From an optimization exercise on the open Yosys and OpenROAD flow, aimed at small area, a short achievable clock period and few clock cycles per item; shortcuts taken in it are not production practice. The RTL was checked by simulation tests, not by an equivalence proof against the original design. The flow treats the clock pin as an ideal source, which a real chip does not have. Power is estimated from default activity; no workload was simulated.

==> flow/design.v <==
module ptc_analyzer (
    input  wire        clk,
    input  wire        rst,
    input  wire        in_valid,
    output reg         in_ready,
    input  wire [7:0]  in_data,
    output reg         ent_valid,
    output wire [3:0]  ent_index,
    output wire [23:0] ent_start,
    output wire [15:0] ent_size,
    output wire [7:0]  ent_type_flags,
    output reg  [2:0]  ent_kind,
    output wire        ent_active,
    output wire        ent_locked,
    output reg  [15:0] ent_size_kb,
    output reg         ent_contig_err,
    output wire [20:0] ent_expected,
    output wire [69:0] ent_name,
    output reg         res_valid,
    output reg  [1:0]  res_status,
    output wire [15:0] res_magic,
    output wire [15:0] res_cks_stored,
    output wire [15:0] res_cks_computed,
    output wire [7:0]  res_drive_type,
    output wire [23:0] res_total,
    output wire [15:0] res_cylinders,
    output wire [7:0]  res_heads,
    output wire [7:0]  res_sectors,
    output wire [7:0]  res_interleave,
    output wire [7:0]  res_boot,
    output wire [31:0] res_active_slots,
    output wire [20:0] res_partitioned,
    output wire [15:0] res_contig_mask,
    output reg         res_w_checksum,
    output reg         res_w_total,
    output reg         res_w_geometry,
    output wire [23:0] res_derived_cyl,
    output reg  [16:0] res_logical_mb_x10,
    output wire [24:0] res_native_mb_x10,
    output wire [4:0]  res_viol_count
);
    reg  [8:0] c;
    wire       take = in_valid & in_ready;
    reg        tk;
    reg  [7:0] din;
    reg  [3:0] idx;
    reg  [15:0] magic, cks_st, cyl;
    reg  [7:0]  drive, heads, sect, inter, boot;
    reg  [23:0] total;
    reg  [31:0] active;
    reg  [7:0]  a0, a1;
    reg  [23:0] e_start;
    reg  [15:0] e_size;
    reg  [7:0]  e_tf;
    reg  [69:0] e_name;
    reg  [20:0] x;                  
    reg  [15:0] mask;
    reg  [4:0]  viol;
    reg         st1, st2, st3;
    reg         emit;                   
    wire magic_ok = (magic == 16'hAEAE);
    function [6:0] sanitize;
        input [7:0] b;
        begin
            if (b[6:5] == 2'b00 || b[6:0] == 7'h7F) sanitize = 7'h3F;
            else                                   sanitize = b[6:0];
        end
    endfunction
    wire [6:0] din_s = sanitize(din);
    wire [3:0]  lc;                     
    wire [11:0] lv = {1'b0, din, 3'd0} + {3'd0, din, 1'b0}
                   + {8'd0, c[2] ? lc : 4'd0} + {9'd0, c[2] & ~c[0], 2'd0};
    integer k;
    always @(posedge clk) begin
        din <= in_data;
        idx <= c[8:5];
        if (tk) begin
            case (c)
                9'd0:   magic[7:0]    <= din;
                9'd1:   magic[15:8]   <= din;
                9'd4:   cks_st[7:0]   <= din;
                9'd5:   cks_st[15:8]  <= din;
                9'd8:   drive         <= din;
                9'd9: begin
                    total[7:0]    <= din;
                end
                9'd12: begin
                    total[15:8]   <= din;
                    res_logical_mb_x10[4:0]  <= lv[7:3];
                end
                9'd13: begin
                    total[23:16]  <= din;
                    res_logical_mb_x10[16:5] <= lv;
                end
                9'd17:  cyl[7:0]      <= din;
                9'd20:  cyl[15:8]     <= din;
                9'd21:  heads         <= din;
                9'd24:  sect          <= din;
                9'd25:  inter         <= din;
                9'd28:  boot          <= din;
                9'd33:  active[7:0]   <= din;
                9'd36:  active[15:8]  <= din;
                9'd37:  active[23:16] <= din;
                9'd40:  active[31:24] <= din;
                default: ;
            endcase
            case (c[4:0])
                5'd2:  e_start[7:0]   <= din;
                5'd3:  e_start[15:8]  <= din;
                5'd6:  e_start[23:16] <= din;
                5'd7:  e_size[7:0]    <= din;
                5'd10: e_size[15:8]   <= din;
                5'd11: e_tf           <= din;
                5'd14: e_name[6:0]    <= din_s;
                5'd15: e_name[13:7]   <= din_s;
                5'd18: e_name[20:14]  <= din_s;
                5'd19: e_name[27:21]  <= din_s;
                5'd22: e_name[34:28]  <= din_s;
                5'd23: e_name[41:35]  <= din_s;
                5'd26: e_name[48:42]  <= din_s;
                5'd27: e_name[55:49]  <= din_s;
                5'd30: e_name[62:56]  <= din_s;
                5'd31: e_name[69:63]  <= din_s;
                default: ;
            endcase
            if (c == 9'd0 || c == 9'd1) begin
                if (c[0]) a1 <= din;
                else      a0 <= din;
            end else if (c != 9'd4 && c != 9'd5) begin
                if (c[0]) a1 <= a1 ^ din;
                else      a0 <= a0 ^ din;
            end
        end
    end
    wire last = take && c == 9'd510;    
    wire w_cks_c = (cks_st != {a1, a0});
    wire w_tot_c = ({3'd0, x} != total);
    always @(posedge clk) begin
        if (rst) begin
            c         <= 9'd511;
            in_ready  <= 1'b1;
            ent_valid <= 1'b0;
            emit      <= 1'b0;
            res_valid <= 1'b0;
            st1       <= 1'b0;
            st2       <= 1'b0;
            st3       <= 1'b0;
            tk        <= 1'b0;
        end else begin
            if (take) c <= c + 9'd1;
            tk        <= take;
            emit      <= tk && c[4:0] == 5'd31;
            ent_valid <= tk && c[4:0] == 5'd31 && magic_ok;
            st1       <= last;
            st2       <= st1;
            st3       <= st2;
            res_valid <= st3;
            in_ready  <= !last && !st1;
        end
    end
    always @(posedge clk) begin
        if (rst || res_valid)
            x <= 21'd1;
        else if (emit || st3)
            x <= x + {{5{st3}}, e_size | {16{st3}}};      
        if (emit)
            mask <= {ent_contig_err, mask[15:1]};
        if (rst || res_valid)
            viol <= 5'd0;
        else if (emit)
            viol <= viol + {4'd0, ent_contig_err};
        else if (st3)
            viol <= viol + {4'd0, w_cks_c} + {4'd0, w_tot_c} + {4'd0, res_w_geometry};
    end
    always @(posedge clk) begin
        ent_contig_err <= (e_start != {3'd0, x});
        ent_kind       <= (e_tf[3:0] <= 4'd4) ? e_tf[2:0] : 3'd5;
        ent_size_kb    <= {1'b0, e_size[15:1]} + {15'd0, e_size[0] & e_size[1]};
        res_w_checksum <= w_cks_c;
        res_w_total    <= w_tot_c;
        if (!magic_ok)                      res_status <= 2'd1;
        else if (heads == 8'd0 || sect == 8'd0) res_status <= 2'd2;
        else                                res_status <= 2'd0;
    end
    reg  [23:0] q;
    reg  [7:0]  rem;
    reg  [24:0] nmb;
    assign lc = rem[3:0];
    wire        mclr  = c[8:5] == 4'd1;
    wire        mstep = c[8:6] == 3'd1;
    wire [5:0]  t     = c[5:0];
    wire        x1    = (t[5:3] == 3'd0) && heads[t[2:0]];
    wire [8:0]  t1    = {1'b0, rem} + (x1 ? {1'b0, sect} : 9'd0);
    wire        h1 = q[16], h2 = q[17], h3 = q[18], c1 = q[19];
    wire        z     = h1 ^ h3 ^ c1;
    wire        zc    = (h1 & h3) | (h1 & c1) | (h3 & c1);
    wire [16:0] t2    = {1'b0, q[15:0]} + (z ? {1'b0, cyl} : 17'd0);
    wire        dpass = (c[8:5] == 4'd4 || c[8:5] == 4'd5) && c[4:3] != 2'b11;
    wire        dbit  = q[23];
    wire [7:0]  dvs   = c[5] ? sect : heads;
    wire [8:0]  dt    = {rem, dbit};
    wire [9:0]  dd    = {1'b0, dt} - {2'b0, dvs};
    wire        dge   = !dd[9];
    always @(posedge clk) begin
        if (tk) begin
            if (dpass) begin
                rem <= dge ? dd[7:0] : dt[7:0];
                q   <= {q[22:0], dge};
            end else if (c == 9'd127) begin
                rem <= 8'd0;
                q   <= total;
            end else if (mstep) begin
                rem      <= t1[8:1];
                q[19:0]  <= {zc, h2, h1, t1[0], t2[16:1]};
                if (t >= 6'd11 && t <= 6'd35)
                    nmb <= {t2[0], nmb[24:1]};
            end else if (c == 9'd9 || c == 9'd12) begin
                rem[3:0] <= lv[11:8];
            end else if (c[8:4] != 5'd0) begin
                rem <= 8'd0;
                if (mclr) q[19:0] <= 20'd1024;
            end
        end
        res_w_geometry <= (q > {8'd0, cyl});
    end
    assign ent_index        = idx;
    assign ent_start        = e_start;
    assign ent_size         = e_size;
    assign ent_type_flags   = e_tf;
    assign ent_active       = e_tf[6];
    assign ent_locked       = e_tf[7];
    assign ent_expected     = x;
    assign ent_name         = e_name;
    assign res_magic        = magic;
    assign res_cks_stored   = cks_st;
    assign res_cks_computed = {a1, a0};
    assign res_drive_type   = drive;
    assign res_total        = total;
    assign res_cylinders    = cyl;
    assign res_heads        = heads;
    assign res_sectors      = sect;
    assign res_interleave   = inter;
    assign res_boot         = boot;
    assign res_active_slots = active;
    assign res_partitioned  = x;
    assign res_contig_mask  = mask;
    assign res_derived_cyl  = q;
    assign res_native_mb_x10 = nmb;
    assign res_viol_count   = viol;
endmodule
Settings: LEC_CHECK=0, CAP_MARGIN=5, CORE_MARGIN=2, CORE_UTILIZATION=55, CTS_CLUSTER_DIAMETER=150, CTS_CLUSTER_SIZE=25, PLACE_DENSITY=0.7, SLEW_MARGIN=5; clock period 14.0 ns.
standard.sh (not shown) runs the stock make flow with config.mk's settings and CLKGATE_MAP_FILE= SYNTH_SCRIPT=/design/flow/synth_recipe.tcl, a recipe that flattens the netlist after the stock synthesis.
==> flow/flow/run.sh <==
#!/bin/bash
# Standard ORFS layout with buf_1 port buffers, and the setup repair
# asked to leave extra slack at the design's clock period.
set -euo pipefail
export BUFFER_PORTS_ARGS="-buffer_cell sky130_fd_sc_hd__buf_1"
export SETUP_SLACK_MARGIN=9.9
bash standard.sh > standard.log 2>&1
The first run produced a clean layout.
Testbench counts at the start, summed over its fixed seeds: cycles 197,392, tables 384.
Then changed:
- CAP_MARGIN: 5 -> 20
- CORE_UTILIZATION: 55 -> 65
- PLACE_DENSITY: 0.7 -> 0.8
- SLEW_MARGIN: 5 -> 20
- total power hardly moves
- hold slack is better by 0.0078 ns
- count of clock-buffer cells in the layout is unchanged
- final cell count drops by about 3%
- sequential power stays flat
Then changed:
==> flow/flow/run.sh (replaced) <==
#!/bin/bash
set -euo pipefail
export BUFFER_PORTS_ARGS="-buffer_cell sky130_fd_sc_hd__buf_1"
export SETUP_SLACK_MARGIN=9.9
bash standard.sh cts > standard_cts.log 2>&1
CTS_ODB=$PWD/orfs/results/sky130hd/ptc_analyzer/base/4_cts.odb \
  openroad -no_init -exit flow/clock_root.tcl > clock_root.log 2>&1
bash standard.sh > standard.log 2>&1
==> flow/flow/clock_root.tcl (new file) <==
read_db $::env(CTS_ODB)
set block [ord::get_db_block]
set clk_net [$block findNet clk]
set roots {}
foreach it [$clk_net getITerms] { lappend roots [$it getInst] }
if {[llength $roots] != 1} { error "expected one cell on the clock port, found [llength $roots]" }
set root [lindex $roots 0]
if {![string match "sky130_fd_sc_hd__clkbuf_*" [[$root getMaster] getName]]} { error "root is not a clock buffer" }
set root_out ""
foreach it [$root getITerms] {
  if {[[$it getMTerm] getIoType] eq "OUTPUT"} { set root_out [$it getNet] }
}
set loads {}
foreach it [$root_out getITerms] {
  if {[[$it getMTerm] getIoType] eq "INPUT"} { lappend loads $it }
}
if {[llength $loads] > 4} { puts "root drives [llength $loads] pins, left as is"; exit }
foreach it $loads {
  set inst [$it getInst]
  if {![string match "sky130_fd_sc_hd__clkbuf_*" [[$inst getMaster] getName]]} { puts "root drives a non-buffer, left as is"; exit }
}
foreach it $loads {
  $it disconnect
  $it connect $clk_net
}
puts "removed [$root getName]; the clock port drives [llength $loads] buffers"
odb::dbInst_destroy $root
odb::dbNet_destroy $root_out
write_db $::env(CTS_ODB)
- CORE_UTILIZATION: 65 -> 55
- PLACE_DENSITY: 0.8 -> 0.7
Result: The new run produced a clean layout. Design area is about the same. Area after synthesis stays the same. Sequential share of layout area goes down by 0.21 points. Total power goes down by 0.87%. Fmax goes up by 2.9%. Clock skew hardly moves. Global-route usage goes down by 4.8 points. Sequential cell count does not change. Core utilization goes down by 11 points. Clock-buffer cell count goes down by 2. Register-to-register slack gets better by 0.13 ns.
Then changed:
--- a/flow/flow/run.sh
+++ b/flow/flow/run.sh
@@ -4 +4 @@
-export SETUP_SLACK_MARGIN=9.9
+export SETUP_SLACK_MARGIN=10.30
Setup slack improved by 0.054 ns. Final area grows by about a fifth. Worst hold slack gets worse by 0.0044 ns.

==> static timing again, ports no longer ideal <==
Ports are ideal in the flow. The routed layouts listed here were re-timed in OpenROAD.
Step 1 sets driving cells, clkbuf_16 on the clock port and buf_2 on the other inputs (assumed; they add their load-dependent delay and slew).
Step 2 moves the port delays by t, midway between the first and last clock arrival at a register: inputs arrive t later, outputs are due t later. That takes back most of the time a late clock gives input paths.
Three values: ideal, step 1, step 2; two values: the first two.
| run | t, ns | slack for setup (ns) | worst slew at a driven data input, ns |
|---|---|---|---|
| the first run | 0.603 | 9.927 / 9.872 / 9.421 | 0.08 |
| the second run | 0.605 | 9.913 / 9.860 / 9.451 | 0.09 |
| the third run | 0.477 | 10.029 / 9.962 / 9.664 | 0.10 |
| the fourth run | 0.492 | 10.083 / 10.016 / 9.826 | 0.08 |
After both steps every run listed still meets setup and hold. The setup slack of the first run, which loses most, moves by -0.055 ns with the drivers and by -0.506 ns with both steps.
